Background: an optimization exercise with open tools, aiming at small area. Do not read the settings as production practice. In this exercise RTL edits were held to simulation tests only and were not proved equivalent to the original.

== old ==
## gyp_corr
module gyp_corr #(
    parameter NCH = 8
) (
    input  wire                 clk,
    input  wire                 rst,
    input  wire                 s_valid,
    input  wire [7:0]           s_i,
    input  wire [7:0]           s_q,
    input  wire                 cmd_valid,
    input  wire [2:0]           cmd_ch,
    input  wire [1:0]           cmd_op,
    input  wire [31:0]          cmd_data,
    output wire [NCH-1:0]       d_valid,
    output wire [NCH*24-1:0]    d_ie,
    output wire [NCH*24-1:0]    d_qe,
    output wire [NCH*24-1:0]    d_ip,
    output wire [NCH*24-1:0]    d_qp,
    output wire [NCH*24-1:0]    d_il,
    output wire [NCH*24-1:0]    d_ql
);
For scale: about 13000 cells after synthesis, ~2600 flip-flops.
==> flow/config.mk <==
export PLATFORM = sky130hd
export DESIGN_NAME = gyp_corr
export DESIGN_NICKNAME = gyp_corr
export VERILOG_FILES = /design/flow/design.v
export SDC_FILE = /design/flow/constraint.sdc
export NUM_CORES = 8
export LEC_CHECK = 0
export CAP_MARGIN = 20
export CORE_MARGIN = 2
export CORE_UTILIZATION = 50
export SLEW_MARGIN = 20
==> flow/constraint.sdc <==
create_clock -name core_clock -period 16.0 [get_ports {clk}]
set_input_delay 3.2000 -clock core_clock [delete_from_list [all_inputs] [get_ports {clk}]]
set_output_delay 3.2000 -clock core_clock [all_outputs]
set_load 0.01 [all_outputs]
standard.sh (not shown) runs the stock make flow with config.mk's settings and CLKGATE_MAP_FILE= SYNTH_SCRIPT=/design/flow/synth_recipe.tcl, a recipe that flattens the netlist after the stock synthesis.
==> flow/flow/run.sh <==
#!/bin/bash
# The standard ORFS layout (the standard.sh) with three changes:
#  - synthesis skips the generic ABC pass inside Yosys's synth (SYNTH_ARGS=-noabc), so the
#    explicit adders reach extract_fa as written; the registers are the same as the
#    standard synthesis's;
#  - ports are buffered with sky130_fd_sc_hd__buf_1 instead of the default delay buffer;
#  - the clock tree uses clkbuf_4 cells in small clusters and no dummy loads.
# Each tool's full output is in standard.log (and ORFS's per-step logs under orfs/logs).
set -euo pipefail
export SYNTH_ARGS="-noabc"
export BUFFER_PORTS_ARGS="-buffer_cell sky130_fd_sc_hd__buf_1"
export CTS_ARGS="-sink_clustering_enable -repair_clock_nets -dont_use_dummy_load -buf_list sky130_fd_sc_hd__clkbuf_4 -sink_clustering_size 8 -sink_clustering_max_diameter 40"
bash standard.sh finish > standard.log 2>&1
Inputs modified between old and new:
--- a/flow/design.v
+++ b/flow/design.v
@@ -2,53 +2,52 @@
     input  wire [3:0]        j,
     input  wire signed [7:0] xi,       
     input  wire signed [7:0] xq,       
     input  wire signed [8:0] xiq,      
     input  wire signed [8:0] xqmi,     
     input  wire signed [8:0] xni,      
     output wire signed [8:0] hp,
     output wire signed [8:0] hq,
     output wire              nzp,
     output wire              nzq
 );
-    wire [6:0] sa, sb, sab;
-    assign sa[0] = (j == 4'd0) | (j == 4'd9) | (j == 4'd10) | (j == 4'd13);
-    assign sa[1] = (j == 4'd0) | (j == 4'd1) | (j == 4'd3) | (j == 4'd7);
-    assign sa[2] = (j == 4'd0) | (j == 4'd2) | (j == 4'd4) | (j == 4'd10) | (j == 4'd11) | (j == 4'd13);
-    assign sa[3] = (j == 4'd0) | (j == 4'd3) | (j == 4'd6) | (j == 4'd11);
-    assign sa[4] = (j == 4'd0) | (j == 4'd1) | (j == 4'd3) | (j == 4'd9);
-    assign sa[5] = (j == 4'd0) | (j == 4'd1) | (j == 4'd2) | (j == 4'd6) | (j == 4'd7);
-    assign sa[6] = (j == 4'd0) | (j == 4'd1) | (j == 4'd2) | (j == 4'd3) | (j == 4'd4) | (j == 4'd5);
-    assign sb[0] = (j == 4'd3) | (j == 4'd6) | (j == 4'd7);
-    assign sb[1] = (j == 4'd9) | (j == 4'd13) | (j == 4'd15);
-    assign sb[2] = (j == 4'd3) | (j == 4'd5) | (j == 4'd6) | (j == 4'd12) | (j == 4'd14);
-    assign sb[3] = (j == 4'd5) | (j == 4'd10) | (j == 4'd13);
-    assign sb[4] = (j == 4'd7) | (j == 4'd13) | (j == 4'd15);
-    assign sb[5] = (j == 4'd9) | (j == 4'd10) | (j == 4'd14) | (j == 4'd15);
-    assign sb[6] = (j == 4'd11) | (j == 4'd12) | (j == 4'd13) | (j == 4'd14) | (j == 4'd15);
-    assign sab[0] = (j == 4'd2) | (j == 4'd4) | (j == 4'd12) | (j == 4'd14);
-    assign sab[1] = (j == 4'd6) | (j == 4'd8) | (j == 4'd10);
-    assign sab[2] = (j == 4'd1) | (j == 4'd15);
-    assign sab[3] = (j == 4'd1) | (j == 4'd2) | (j == 4'd8) | (j == 4'd14) | (j == 4'd15);
-    assign sab[4] = (j == 4'd2) | (j == 4'd4) | (j == 4'd5) | (j == 4'd8) | (j == 4'd11) | (j == 4'd12) | (j == 4'd14);
-    assign sab[5] = (j == 4'd3) | (j == 4'd4) | (j == 4'd5) | (j == 4'd11) | (j == 4'd12) | (j == 4'd13);
-    assign sab[6] = (j == 4'd6) | (j == 4'd7) | (j == 4'd8) | (j == 4'd9) | (j == 4'd10);
+    reg [6:0] c, s;
+    always @(*) begin
+        case (j)
+            4'd0: begin c = 7'd127; s = 7'd0; end
+            4'd1: begin c = 7'd126; s = 7'd12; end
+            4'd2: begin c = 7'd125; s = 7'd25; end
+            4'd3: begin c = 7'd122; s = 7'd37; end
+            4'd4: begin c = 7'd117; s = 7'd49; end
+            4'd5: begin c = 7'd112; s = 7'd60; end
+            4'd6: begin c = 7'd106; s = 7'd71; end
+            4'd7: begin c = 7'd98; s = 7'd81; end
+            4'd8: begin c = 7'd90; s = 7'd90; end
+            4'd9: begin c = 7'd81; s = 7'd98; end
+            4'd10: begin c = 7'd71; s = 7'd106; end
+            4'd11: begin c = 7'd60; s = 7'd112; end
+            4'd12: begin c = 7'd49; s = 7'd117; end
+            4'd13: begin c = 7'd37; s = 7'd122; end
+            4'd14: begin c = 7'd25; s = 7'd125; end
+            4'd15: begin c = 7'd12; s = 7'd126; end
+        endcase
+    end
     wire [8:0] ai = {xi[7], xi};
     wire [8:0] aq = {xq[7], xq};
     wire [8:0] rp [0:6];
     wire [8:0] rq [0:6];
     genvar k;
     generate
         for (k = 0; k < 7; k = k + 1) begin : g_row
-            assign rp[k] = ({9{sa[k]}} & ai) | ({9{sb[k]}} & aq) | ({9{sab[k]}} & xiq);
-            assign rq[k] = ({9{sa[k]}} & aq) | ({9{sb[k]}} & xni) | ({9{sab[k]}} & xqmi);
+            assign rp[k] = c[k] ? (s[k] ? xiq : ai) : (s[k] ? aq : 9'd0);
+            assign rq[k] = c[k] ? (s[k] ? xqmi : aq) : (s[k] ? xni : 9'd0);
         end
     endgenerate
     wire tp_1;
     wire tp_2;
     assign tp_1 = rp[0][6] ^ rp[1][5];
     assign tp_2 = rp[0][6] & rp[1][5];
     wire tp_3;
     wire tp_4;
     assign tp_3 = rp[0][7] ^ rp[1][6] ^ rp[2][5];
     assign tp_4 = (rp[0][7] & rp[1][6]) | (rp[0][7] & rp[2][5]) | (rp[1][6] & rp[2][5]);
     wire tp_5;
Findings:
On fmax, new and old are neck and neck.
Per the comparison of new with old, total count of hold-check failures in the final report saw little to no change; count of vias placed by the detailed router saw an increase; number of fill cells in the layout saw an increase.
From old to new the numbers moved as follows: fraction of the mapped netlist area in compound gates now smaller.
Storage element area on new is up relative to old.
Between old and new, the flow reports mean area per synthesized cell decreasing by a few percent.

port drivers added, routing unchanged:
The flow's constraints put no driver on any port. The routed layouts listed below were extracted and timed again, unchanged, in two steps.
Step 1 (the two cells are an assumption about what drives the block):
set clk [get_ports {clk}]
set_driving_cell -lib_cell sky130_fd_sc_hd__clkbuf_16 $clk
set_driving_cell -lib_cell sky130_fd_sc_hd__buf_2 [delete_from_list [all_inputs] $clk]
Step 2, shift: input delay + t, output delay - t, t = (earliest + latest rising clock arrival at the registers) / 2. This alone moves slack from input paths to output paths.
Three values: ideal ports, drivers, drivers and shift; two values: the first two.
run	t, ns	setup slack, ns	worst register clock-pin slew, ns
old	1.444	3.708 / 3.708 / 3.708	0.10 / 0.10
new	1.545	3.745 / 3.745 / 3.745	0.10 / 0.10
After both steps setup and hold are still met in every run listed.
